This design comes from an exercise in tuning for small area on the open sky130 flow, not from production work. At most, simulation tests tie the RTL to the original design; equivalence was not proved. No functional check of the RTL was part of run 2. Power figures rest on the tool's default switching activity, not on a simulated workload.

<file path="flow/constraint.sdc">
create_clock -name core_clock -period 10.0 [get_ports {clk}]
set_input_delay 2.0000 -clock core_clock [delete_from_list [all_inputs] [get_ports {clk}]]
set_output_delay 2.0000 -clock core_clock [all_outputs]
set_load 0.01 [all_outputs]
</file>
<file path="flow/config.mk">
export PLATFORM = sky130hd
export DESIGN_NAME = rc5_dec
export DESIGN_NICKNAME = rc5_dec
export VERILOG_FILES = /design/flow/design.v
export SDC_FILE = /design/flow/constraint.sdc
export NUM_CORES = 4
export LEC_CHECK = 0
export CAP_MARGIN = 20
export CORE_MARGIN = 2
export CORE_UTILIZATION = 40
export SLEW_MARGIN = 20
</file>
<file path="flow/design.v">
module rc5_classifier #(
    parameter DW  = 27,
    parameter T   = 900,
    parameter TOL = 270
) (
    input  wire [DW-1:0] dur,
    output reg  [1:0]    pclass    
);
    localparam [DW-1:0] SHORT_MIN = T - TOL;
    localparam [DW-1:0] SHORT_MAX = T + TOL;
    localparam [DW-1:0] LONG_MIN  = 2 * T - TOL;
    localparam [DW-1:0] LONG_MAX  = 2 * T + TOL;
    wire in_short = (dur >= SHORT_MIN) && (dur < SHORT_MAX);
    wire in_long  = (dur >= LONG_MIN)  && (dur < LONG_MAX);
    always @(*) begin
        if (in_short)
            pclass = 2'b00;
        else if (in_long)
            pclass = 2'b01;
        else
            pclass = 2'b10;
    end
endmodule
module rc5_resolver (
    input  wire       rising,    
    input  wire       last,      
    input  wire       is_long,   
    output reg  [1:0] sym
);
    localparam [1:0] SYM_ZERO  = 2'b00;
    localparam [1:0] SYM_ONE   = 2'b01;
    localparam [1:0] SYM_NOBIT = 2'b10;
    localparam [1:0] SYM_INV   = 2'b11;
    always @(*) begin
        case ({rising, last, is_long})
            3'b1_0_0: sym = SYM_ZERO;     
            3'b1_0_1: sym = SYM_INV;      
            3'b1_1_0: sym = SYM_NOBIT;    
            3'b1_1_1: sym = SYM_ZERO;     
            3'b0_0_0: sym = SYM_INV;      
            3'b0_0_1: sym = SYM_ONE;      
            3'b0_1_0: sym = SYM_ONE;      
            default:  sym = SYM_INV;      
        endcase
    end
endmodule
module rc5_accumulator #(
    parameter W = 32
) (
    input  wire         clk,
    input  wire         clear,      
    input  wire         commit,     
    input  wire         bit_in,
    output reg  [W-1:0] acc,
    output wire         complete    
);
    localparam RW = (W > 2) ? $clog2(W) : 1;
    reg [RW-1:0] rem;
    assign complete = (rem == 1);
    always @(posedge clk) begin
        if (clear) begin
            acc <= {W{1'b0}};
            rem <= W - 1;
        end else if (commit) begin
            acc <= {acc[W-2:0], bit_in};
            rem <= rem - 1'b1;
        end
    end
endmodule
module rc5_dec (
    input  wire        clk,
    input  wire        rst,           
    input  wire        ev_valid,
    input  wire [31:0] ev_word,
    output wire        take_valid,
    output wire [31:0] take_data
);
    localparam W   = 32;    
    localparam DW  = 27;    
    localparam T   = 900;   
    localparam TOL = 270;   
    localparam [3:0] OP_EDGE    = 4'h1;
    localparam [3:0] OP_TIMEOUT = 4'h2;
    localparam [3:0] OP_TAKE    = 4'h3;
    localparam [3:0] OP_DISABLE = 4'h4;
    localparam [3:0] OP_ENABLE  = 4'h5;
    wire          valid    = ev_valid && !rst;
    wire [3:0]    op       = ev_word[31:28];
    wire          ev_dir   = ev_word[27];
    wire [26:0]   ev_dur   = ev_word[26:0];
    wire          no_operand = (ev_word[27:0] == 28'd0);
    wire ev_edge    = valid && (op == OP_EDGE);
    wire ev_timeout = valid && (op == OP_TIMEOUT) && no_operand;
    wire ev_take    = valid && (op == OP_TAKE)    && no_operand;
    wire ev_disable = valid && (op == OP_DISABLE) && no_operand;
    wire ev_enable  = valid && (op == OP_ENABLE)  && no_operand;
    reg en;
    reg sync;
    reg ready;
    reg err;
    reg last;
    wire [W-1:0] acc;
    wire         complete;
    wire [1:0] pclass;
    wire [1:0] sym;
    rc5_classifier #(.DW(DW), .T(T), .TOL(TOL)) u_classifier (
        .dur    (ev_dur[DW-1:0]),
        .pclass (pclass)
    );
    rc5_resolver u_resolver (
        .rising  (ev_dir),
        .last    (last),
        .is_long (pclass[0]),
        .sym     (sym)
    );
    wire pc_invalid = pclass[1];
    wire sym_bit    = (sym == 2'b00) || (sym == 2'b01);
    wire sym_inv    = (sym == 2'b11);
    wire edge_act     = ev_edge && en && !ready;
    wire edge_reset   = edge_act && (pc_invalid || (sync && err));
    wire edge_sync    = edge_act && !pc_invalid && !sync && !ev_dir;
    wire edge_resolve = edge_act && !pc_invalid && sync && !err;
    wire edge_latch   = edge_resolve && sym_inv;
    wire edge_commit  = edge_resolve && sym_bit;
    wire drain = ev_take && ready;
    wire to_idle = rst || edge_reset || (ev_timeout && en) || drain
                   || ev_disable || ev_enable;
    rc5_accumulator #(.W(W)) u_acc (
        .clk      (clk),
        .clear    (to_idle),
        .commit   (edge_commit),
        .bit_in   (sym[0]),
        .acc      (acc),
        .complete (complete)
    );
    always @(posedge clk) begin
        if (to_idle) begin
            sync  <= 1'b0;
            ready <= 1'b0;
            err   <= 1'b0;
            last  <= 1'b1;
        end else begin
            if (edge_sync)
                sync <= 1'b1;
            if (edge_latch)
                err <= 1'b1;
            if (edge_commit) begin
                last <= sym[0];
                if (complete)
                    ready <= 1'b1;
            end
        end
    end
    always @(posedge clk) begin
        if (rst)
            en <= 1'b1;
        else if (ev_disable)
            en <= 1'b0;
        else if (ev_enable)
            en <= 1'b1;
    end
    assign take_valid = drain;
    assign take_data  = drain ? acc : {W{1'b0}};
endmodule
</file>
<file path="flow/run.sh">
#!/bin/bash
# synth_recipe.tcl (not shown) runs the flow's synth.tcl, then flattens the netlist and writes it again
# the make line also repeats each setting of config.mk as NAME=value (left out here)
make -C /OpenROAD-flow-scripts/flow DESIGN_CONFIG=/design/flow/config.mk WORK_HOME=/design/flow/orfs CLKGATE_MAP_FILE= SYNTH_SCRIPT=/design/flow/synth_recipe.tcl finish
</file>
==> summary.md, run 1 <==
| Metric | Value |
|---|---|
| EDFF count, synth | `0` |
| Ant diodes | `0` |
| Setup tns final | `0 ps` |
| Worst Path Buf+Inv | `2` |
| CTS Root Cell | `clkbuf_8` |
| CP Capture Type | `output pin` |
| Gp weighted congestion | `0.797` |
| # fillers | `543` |
| Outcome | `finished clean` |
| Crit. Startpoint | `ev_word[17]` |
| Residual DRC | `0` |
| Core ar. | `5540 um2` |
| R2r endpoint | `u_acc.acc[15]$_SDFFE_PP0P_` |
| Largest net degree at the start of global routing | `35` |
| Routed Antenna Nets | `0` |
| Worst setup path endpoint | `take_data[23]` |
| Overflow after GRT | `0` |
| Count leader, synth | `dfxtp_1` |
| Via/cell ratio | `5.23` |
| Slowest-stage cell, CP | `and4_1` |
| Final net count | `341` |
| CTS resizes | `0` |
| Fin area | `3010 um2` |
| Mapped Area | `2300 um2` |
| CP Max Fanout | `33` |
| Rows | `27` |
| Initial core utilization | `41.5%` |
| Main flop type after synthesis | `dfxtp_1` |
| Post-Place Cell Area | `2930 um2` |
| Final Skew | `3.32 ps` |
| Leak pwr | `1.01 nW` |
| Post-synthesis sequential area ratio | `36.6%` |
| Clk network pwr share | `35.2%` |
| CTS tree | `yes` |
| Initial DRC count | `55` |
| Worst skew pair latency | `280 ps` |
| Logic pwr share | `9.2%` |
| Routed len/inst | `13.2 um` |
| Clock tree sinks | `42` |
| Cell variety after synth | `44` |
| Die Wd | `79.8 um` |
| YS warnings | `4` |
| Worst Path Arrival | `4820 ps` |
| Top cell type's share of synthesized area | `36.6%` |
| CTS buffer count | `5` |
| Final Core Density | `54.4%` |
| Initial antenna violation count | `0` |
| Worst Tran Pin Value | `842 ps` |
| Worst path max stage delay | `770 ps` |
| Fmax | `147 MHz` |
| Final setup fails | `0` |
| Clock Path Buffers | `2` |
| Die H | `79.8 um` |
| Syn Nets | `282` |
| Sequential fraction of design power | `55.6%` |
| First-pass GRT wire length | `8620 um` |
| Crit path time final | `6820 ps` |
| Worst hold path type | `flip-flop to flip-flop` |
| Vias | `1970` |
| Period utilization | `68.2%` |
| Psw | `0.0684 mW` |
| Post-CTS Hold Fix Bufs | `0` |
| Register bit total from synthesis | `42` |
| CTS HTree Levels | `2` |
| Delay-heaviest family, CP | `simple AND/OR/NAND/NOR gates` |
| Critical Path RT | `8000 ps` |
| Most instantiated cells after synthesis | `dfxtp_1 (42), nand3_1 (35), and2_1 (34), mux2i_1 (32), a21oi_1 (9)` |
| RSZ-0062 raised after global routing | `no` |
| Tot GR Track Use | `16.5%` |
| Post-synth ARST share | `0%` |
| CP most frequent cell | `clkdlybuf4s50_1` |
| Boundary Pins | `68` |
| # port buffers | `67` |
| Fin. Hold Viols | `0` |
| Worst reg2reg setup slack | `7470 ps` |
| CP Launch Type | `primary input` |
| Full die area | `6360 um2` |
| Syn avg cell area | `9.38 um2` |
| DP HPWL | `3620 um` |
| Drt first pass iters | `4` |
| Switching Share | `22.8%` |
| WL final | `4990 um` |
| Power Density | `99.8 nW/um2` |
| Internal Power | `0.232 mW` |
| Slew headroom | `43.9%` |
| Crit-path cells | `clkdlybuf4s50_1, nor4_1, nand4_1, nor3_1, and4_1, and2_1, clkdlybuf4s50_1` |
| Fin. max-slew vios | `0` |
| Peak VDD IR | `66.2 uV` |
| Vias in the first global route | `1888` |
| Max-cap viol count | `0` |
| Biggest area consumer among synthesized cells | `dfxtp_1` |
| Layout cells sized above 1 | `6.56%` |
| Syn-to-layout area delta | `31.2%` |
| R2r worst-path depth | `6` |
| Reg clk slew, reported paths | `80 ps` |
| Synth Instances | `245` |
| Synth area leaders | `dfxtp_1 (37%), mux2i_1 (14%), and2_1 (9.3%)` |
| Post-CTS Setup Repair Bufs | `0` |
| Levels on crit path | `7` |
| Reg-to-Reg Start | `ready$_SDFFE_PP0P_` |
| Crit path kind | `primary input to output pin` |
-- final cells by class --
| cell class | instances | area, um2 | share of cell area, % |
|---|---|---|---|
| multi-input cells | 181 | 1300 | 43.0 |
| flip-flops and latches | 42 | 841 | 27.9 |
| repair buffers | 68 | 678 | 22.5 |
| well taps | 72 | 90.1 | 2.99 |
| clock buffers | 6 | 72.6 | 2.41 |
| inverters | 6 | 22.5 | 0.747 |
| clock inverters | 2 | 13.8 | 0.457 |
-- metrics by stage --
stage | worst slack [ps] | power (mW) | instances | hold slack (ps)
after CTS | 3130 | 0.305 | 377 | 472
after detailed placement | 3150 | 0.199 | 369 | 460
after floorplan | 4630 | 0.181 | 245 | 442
after global placement | 3130 | 0.199 | 369 | 455
after global routing | 2880 | 0.316 | 377 | 492
final | 3180 | 0.301 | 377 | 469
-- power groups by stage --
| stage | clock network, mW | registers, mW | logic (mW) |
|---|---|---|---|
| after floorplan | 0 | 0.171 | 0.0100 |
| after global placement | 0 | 0.171 | 0.0276 |
| after detailed placement | 0 | 0.171 | 0.0278 |
| after CTS | 0.110 | 0.167 | 0.0279 |
| after global routing | 0.119 | 0.167 | 0.0302 |
| final | 0.106 | 0.167 | 0.0277 |
-- layout by cell type, fill, tap and decap left out, types with 2 or more instances in the layout --
cell type,Yosys,layout
clkdlybuf4s50_1,0,67
dfxtp_1,42,42
nand3_1,35,35
and2_1,34,34
mux2i_1,32,32
a21oi_1,9,9
inv_1,6,6
nor4_1,5,5
and4_1,5,5
clkbuf_8,0,5
nor3_1,4,4
nand2_1,4,4
nor2_1,4,4
a31oi_1,4,4
nor3b_1,4,4
o21ai_1,4,4
nand4_1,3,3
nor3_2,4,3
nand2b_1,2,2
nor4b_1,2,2
o21a_1,2,2
and3_1,2,2
o21ai_0,2,2
ha_1,2,2
-- registers in the layout (all words and copies together) (netlist names) --
register,count
ready,1
u_acc.rem,5
sync,1
last,1
err,1
u_acc.acc,32
en,1
-- tightest hold or removal path: stages (launching register included) --
cell	delay [ps]
dfxtp_1	310
nand3_1	50
mux2i_1	60
-- worst min path at each step --
stage	start	end	slack, ps	depth (start not counted)
global route	u_acc.acc[31]$_SDFFE_PP0P_	u_acc.acc[31]$_SDFFE_PP0P_	490	2
CTS	u_acc.acc[31]$_SDFFE_PP0P_	u_acc.acc[31]$_SDFFE_PP0P_	470	2
finish	u_acc.acc[31]$_SDFFE_PP0P_	u_acc.acc[31]$_SDFFE_PP0P_	470	2
global placement	u_acc.acc[31]$_SDFFE_PP0P_	u_acc.acc[31]$_SDFFE_PP0P_	460	2
floorplan	u_acc.acc[31]$_SDFFE_PP0P_	u_acc.acc[31]$_SDFFE_PP0P_	440	2
detailed placement	u_acc.acc[31]$_SDFFE_PP0P_	u_acc.acc[31]$_SDFFE_PP0P_	460	2
-- layer usage --
metal / share of wire, % / vias up / track usage [%]
met5: 0 / - / 0
met4: 0.46 / 0 / 3.56
met3: 3.3 / 2 / 2.94
met2: 48 / 38 / 28.2
met1: 49 / 923 / 21.8
li1: - / 1007 / -
-- cells by family (layout without fill, tap and decap cells) --
logic type | count (synthesis) | after routing | share of synthesized area [%]
AO/OA/AOI/OAI | 29 | 29 | 8.93
adder cells (fa/ha/maj) | 2 | 2 | 1.09
AND/OR/NAND/NOR | 115 | 115 | 30.6
multiplexers | 34 | 34 | 15.1
buffers and inverters | 22 | 82 | 7.30
XOR/XNOR | 1 | 1 | 0.381
flip-flops | 42 | 42 | 36.6
==> inputs of run 2 (changes only) <==
==> flow/design.v (replaced) <==
module rc5_classifier #(
    parameter DW  = 27,
    parameter T   = 900,
    parameter TOL = 270
) (
    input  wire [DW-1:0] dur,
    output wire          is_ok,     
    output wire          is_long
);
    wire in_short = (dur >= T - TOL)     && (dur < T + TOL);
    wire in_long  = (dur >= 2 * T - TOL) && (dur < 2 * T + TOL);
    assign is_ok   = in_short | in_long;
    assign is_long = in_long;
endmodule
module rc5_resolver (
    input  wire rising,
    input  wire last,
    input  wire is_long,
    output wire commit,
    output wire inval
);
    wire x = rising ^ last ^ is_long;
    assign commit = x;
    assign inval  = ~x & ~(rising & last & ~is_long);
endmodule
module rc5_accumulator #(
    parameter W = 32
) (
    input  wire         clk,
    input  wire         clear,      
    input  wire         commit,     
    input  wire         nbit_in,    
    output reg  [W-1:0] nq
);
    always @(posedge clk) begin
        if (clear)
            nq <= ~{{(W-1){1'b0}}, 1'b1};
        else if (commit)
            nq <= {nq[W-2:0], nbit_in};
    end
endmodule
module rc5_dec (
    input  wire        clk,
    input  wire        rst,           
    input  wire        ev_valid,
    input  wire [31:0] ev_word,
    output wire        take_valid,
    output wire [31:0] take_data
);
    localparam W   = 32;
    localparam DW  = 27;
    localparam T   = 900;
    localparam TOL = 270;
    wire       valid      = ev_valid & ~rst;
    wire [3:0] op         = ev_word[31:28];
    wire       ev_dir     = ev_word[27];
    wire       no_operand = (ev_word[27:0] == 28'd0);
    wire ev_edge    = valid & (op == 4'h1);
    wire ev_timeout = valid & (op == 4'h2) & no_operand;
    wire ev_take    = valid & (op == 4'h3) & no_operand;
    wire ev_disable = valid & (op == 4'h4) & no_operand;
    wire ev_enable  = valid & (op == 4'h5) & no_operand;
    reg en, sync, err;
    wire [W-1:0] nq;                
    wire ready = ~nq[W-1];
    wire last  = ~nq[0];
    wire is_ok, is_long;
    rc5_classifier #(.DW(DW), .T(T), .TOL(TOL)) u_classifier (
        .dur     (ev_word[DW-1:0]),
        .is_ok   (is_ok),
        .is_long (is_long)
    );
    wire r_commit, r_inval;
    rc5_resolver u_resolver (
        .rising  (ev_dir),
        .last    (last),
        .is_long (is_long),
        .commit  (r_commit),
        .inval   (r_inval)
    );
    wire edge_act     = ev_edge & en & ~ready;
    wire edge_reset   = edge_act & (~is_ok | (sync & err));
    wire edge_sync    = edge_act & is_ok & ~sync & ~ev_dir;
    wire edge_resolve = edge_act & is_ok & sync & ~err;
    wire edge_latch   = edge_resolve & r_inval;
    wire edge_commit  = edge_resolve & r_commit;
    wire to_idle = rst | edge_reset | (ev_timeout & en) | (ev_take & ready)
                   | ev_disable | ev_enable;
    rc5_accumulator #(.W(W)) u_acc (
        .clk     (clk),
        .clear   (to_idle),
        .commit  (edge_commit),
        .nbit_in (ev_dir),
        .nq      (nq)
    );
    always @(posedge clk) begin
        if (to_idle) begin
            sync <= 1'b0;
            err  <= 1'b0;
        end else begin
            if (edge_sync)
                sync <= 1'b1;
            if (edge_latch)
                err <= 1'b1;
        end
    end
    always @(posedge clk) begin
        if (rst)
            en <= 1'b1;
        else if (ev_disable)
            en <= 1'b0;
        else if (ev_enable)
            en <= 1'b1;
    end
    assign take_valid = ready;
    assign take_data  = {1'b0, ~(nq[W-2:0] | {(W-1){nq[W-1]}})};
endmodule
==> summary.md, run 2 <==
| Metric | Value |
|---|---|
| Outcome | `finished clean` |
| Crit path kind | `primary input to flip-flop` |
| Rows | `27 (unchanged)` |
| Final Skew | `8.02 ps (+4.70 ps)` |
| Initial antenna violation count | `0 (unchanged)` |
| CTS resizes | `0 (unchanged)` |
| Initial DRC count | `151 (+170%)` |
| CP Launch Type | `primary input` |
| Post-CTS Hold Fix Bufs | `0 (unchanged)` |
| Worst path max stage delay | `840 ps (+70 ps)` |
| CTS tree | `yes` |
| Mapped Area | `2300 um2 (unchanged)` |
| Fin worst setup slack | `5290 ps (+2110 ps)` |
| Via/cell ratio | `6.02 (+15%)` |
| Layout cells sized above 1 | `9.28% (+2.7 points)` |
| Core ar. | `5540 um2 (unchanged)` |
| Dpl cells | `398 (+7.9%)` |
| Routed Antenna Nets | `0 (unchanged)` |
| Fmax | `212 MHz (+45%)` |
| DP HPWL | `4010 um (+11%)` |
| Critical Path RT | `10090 ps (+2090 ps)` |
| Crit-path cells | `clkdlybuf4s50_1, nand3_1, or4_4, a32oi_2, o21ai_1, a21oi_4, o2111ai_1` |
| Clock tree sinks | `35 (-17%)` |
| Boundary Pins | `68 (unchanged)` |
| Period utilization | `47.1% (-21 points)` |
| Routed len/inst | `15.3 um (+16%)` |
| EDFF count, synth | `0 (unchanged)` |
| Ant diodes | `0 (unchanged)` |
| Syn-to-layout area delta | `31.5%` |
| Fin. max-slew vios | `0 (unchanged)` |
| Main flop type after synthesis | `dfxtp_1` |
| Vias in the first global route | `2351 (+25%)` |
| Tot GR Track Use | `20.3% (+3.8 points)` |
| R2r worst-path depth | `6 (unchanged)` |
| CP Max Fanout | `34 (+3.0%)` |
| Top cell type's share of synthesized area | `30.5% (-6.1 points)` |
| Initial core utilization | `41.5% (unchanged)` |
| Residual DRC | `0 (unchanged)` |
| Synth Area in XOR/XNOR | `0% (-0.38 points)` |
| Syn avg cell area | `7.98 um2 (-15%)` |
| Delay-heaviest family, CP | `compound AO/OA/AOI/OAI gates` |
| Gp weighted congestion | `0.742 (-6.9%)` |
| Adder-cell share of the synthesized area | `0.545% (-0.54 points)` |
| Final Non-Filler Cells | `406 (+7.7%)` |
| Drt first pass iters | `4 (unchanged)` |
| Fin. Hold Viols | `0 (unchanged)` |
| Die H | `79.8 um (unchanged)` |
| Setup tns final | `0 ps (unchanged)` |
| Worst Path Arrival | `4800 ps (-20 ps)` |
| Crit path time final | `4710 ps (-2110 ps)` |
| Hold path endpoint | `en$_SDFFE_PP1P_` |
| Leak pwr | `1.03 nW (+1.8%)` |
| Reg-to-Reg Start | `u_acc.nq[31]$_SDFFE_PP1P_` |
| Synth area leaders | `dfxtp_1 (31%), a22oi_1 (9.5%), nand4_1 (8.2%)` |
| Cell variety after synth | `48 (+9.1%)` |
| Final net count | `369 (+8.2%)` |
| Max-cap viol count | `0 (unchanged)` |
| CP Capture Type | `flip-flop` |
| Post-synth ARST share | `0% (unchanged)` |
| Worst skew pair latency | `280 ps (about the same)` |
| Overflow after GRT | `0 (unchanged)` |
| Die Wd | `79.8 um (unchanged)` |
| Worst Path Buf+Inv | `1 (-1)` |
| Clock Path Buffers | `2 (unchanged)` |
| Most frequent cells in the layout | `clkdlybuf4s50_1 (66), nor2_1 (39), dfxtp_1 (34)` |
| Synth Instances | `288 (+18%)` |
| Power Density | `91.6 nW/um2 (-8.2%)` |
| WL final | `6220 um (+25%)` |
| Final Core Density | `54.5% (+0.11 points)` |
| First-pass GRT wire length | `10700 um (+24%)` |
| R2r endpoint | `u_acc.nq[12]$_SDFFE_PP1P_` |
| CTS Root Cell | `clkbuf_8` |
| Syn Nets | `324 (+15%)` |
| Biggest register | `u_acc.nq` |
| Worst reg2reg setup slack | `7090 ps (-380 ps)` |
| Most instantiated cells after synthesis | `nor2_1 (39), dfxtp_1 (35), nand2_1 (32), nand4_1 (30), a22oi_1 (29)` |
| Crit. Startpoint | `ev_word[8]` |
| Reg clk slew, reported paths | `80 ps (about the same)` |
| Largest register FFs | `32 (unchanged)` |
| Worst hold path type | `flip-flop to flip-flop` |
| YS warnings | `2 (-2)` |
| Post-CTS Setup Repair Bufs | `0 (unchanged)` |
| Synth Area in Compound Gates | `32.9% (+24 points)` |
| WHS | `493 ps (+23.9 ps)` |
| Hold Crit Start | `en$_SDFFE_PP1P_` |
| Most common cell after layout, fill and taps aside | `clkdlybuf4s50_1` |
| Register bit total from synthesis | `35 (-17%)` |
| Post-synthesis sequential area ratio | `30.5% (-6.1 points)` |
| Full die area | `6360 um2 (unchanged)` |
| Peak VDD IR | `79.5 uV (+20%)` |
| Vias | `2444 (+24%)` |
| Slowest-stage cell, CP | `a21oi_4` |
| Biggest area consumer among synthesized cells | `dfxtp_1` |
| # port buffers | `66 (-1.5%)` |
| Largest net degree at the start of global routing | `70 (+100%)` |
| Hold path cells | `1 (-1)` |
| CTS HTree Levels | `2 (unchanged)` |
| Post-synthesis mux area share | `0.436% (-15 points)` |
| RSZ-0062 raised after global routing | `no` |
| Largest family of logic cells by synthesized area | `compound AO/OA/AOI/OAI gates` |
| Post-Place Setup Slack | `4990 ps (+1840 ps)` |
| Count leader, synth | `nor2_1` |
| Worst Tran Pin Value | `1040 ps (+199 ps)` |
| Synth Area in Simple Gates | `27.7% (-2.9 points)` |
| Final setup fails | `0 (unchanged)` |
| CTS buffer count | `5 (unchanged)` |
| Slew headroom | `30.5% (-13 points)` |
[run 2: cell count changes in the layout (fill, tap and decap cells not counted), sizes merged, moves of 7 or more]
cell	before	now
nand3	35	3
mux2i	32	1
nand2	4	32
o2111ai	1	29
nand4	3	30
a22oi	1	29
and2	35	1
nor2	4	39
dfxtp	42	35
[run 2: through the flow]
stage                     cell area [um2]  power [mW]
after floorplan                      2300       0.162
after global placement               2930       0.179
after detailed placement             2930       0.179
after CTS                            3010       0.278
after global routing                 3020       0.287
final                                3020       0.277
[run 2: logic make-up after synthesis]
group,Yosys count
buffers and inverters,37
AOI/OAI and AO/OA,85
muxes,1
adders and majority gates,1
other,1
and+or+nand+nor,128
DFF,35
[run 2: worst max-delay path by stage]
stage,end,slack [ps],cells past startpoint
after floorplan,u_acc.nq[10]$_SDFFE_PP1P_,6300,8
after global placement,u_acc.nq[18]$_SDFFE_PP1P_,5010,7
after detailed placement,u_acc.nq[29]$_SDFFE_PP1P_,4990,7
after CTS,u_acc.nq[19]$_SDFFE_PP1P_,5260,7
after global routing,u_acc.nq[19]$_SDFFE_PP1P_,5130,8
final,u_acc.nq[19]$_SDFFE_PP1P_,5290,7
[run 2: layout make-up]
type	count	area (um2)
clock buffers	7	76.3
well taps	72	90.1
inverters	6	22.5
multi-input cells	216	1440
flip-flops and latches	35	702
clock inverters	1	5.00
repair buffers	69	683
fillers	545	2520
[run 2: power by group]
group / leakage [nW] / switching, mW / internal [mW] / total [mW]
clock network: 0.0422 / 0.0513 / 0.0489 / 0.100
registers: 0.283 / 0.000000000885 / 0.139 / 0.139
logic: 0.704 / 0.0194 / 0.0177 / 0.0371
total: 1.03 / 0.0707 / 0.206 / 0.277
[run 2: routing by layer]
layer	routed length, um	part of all wire [%]	global-route usage (%)
met1	2840	46	25.8
met2	3090	50	36.1
met3	273	4.4	3.62
met4	19	0.31	3.73
met5	0	0	0

[re-timing with driven ports]
The results above use ideal ports. As a check the final layouts listed here were re-extracted and re-timed, cells and wires unchanged.
Step 1 sets driving cells, clkbuf_16 on the clock port and buf_2 on the other inputs (assumed; they add their load-dependent delay and slew).
Step 2, shift: input delay + t, output delay - t, t = (earliest + latest rising clock arrival at the registers) / 2. This alone moves slack from input paths to output paths.
Slacks: ideal ports / drivers / drivers and shift; pairs: ideal ports / drivers.
run | t, ns | setup slack, ns | worst data-port slew with drivers (ns)
run 1 | 0.308 | 3.182 / 3.160 / 3.160 | 0.04
run 2 | 0.305 | 5.289 / 5.294 / 4.989 | 0.04
After both steps every run listed still meets setup and hold. The setup slack of run 2, which loses most, moves by +0.005 ns with the drivers and by -0.300 ns with both steps.
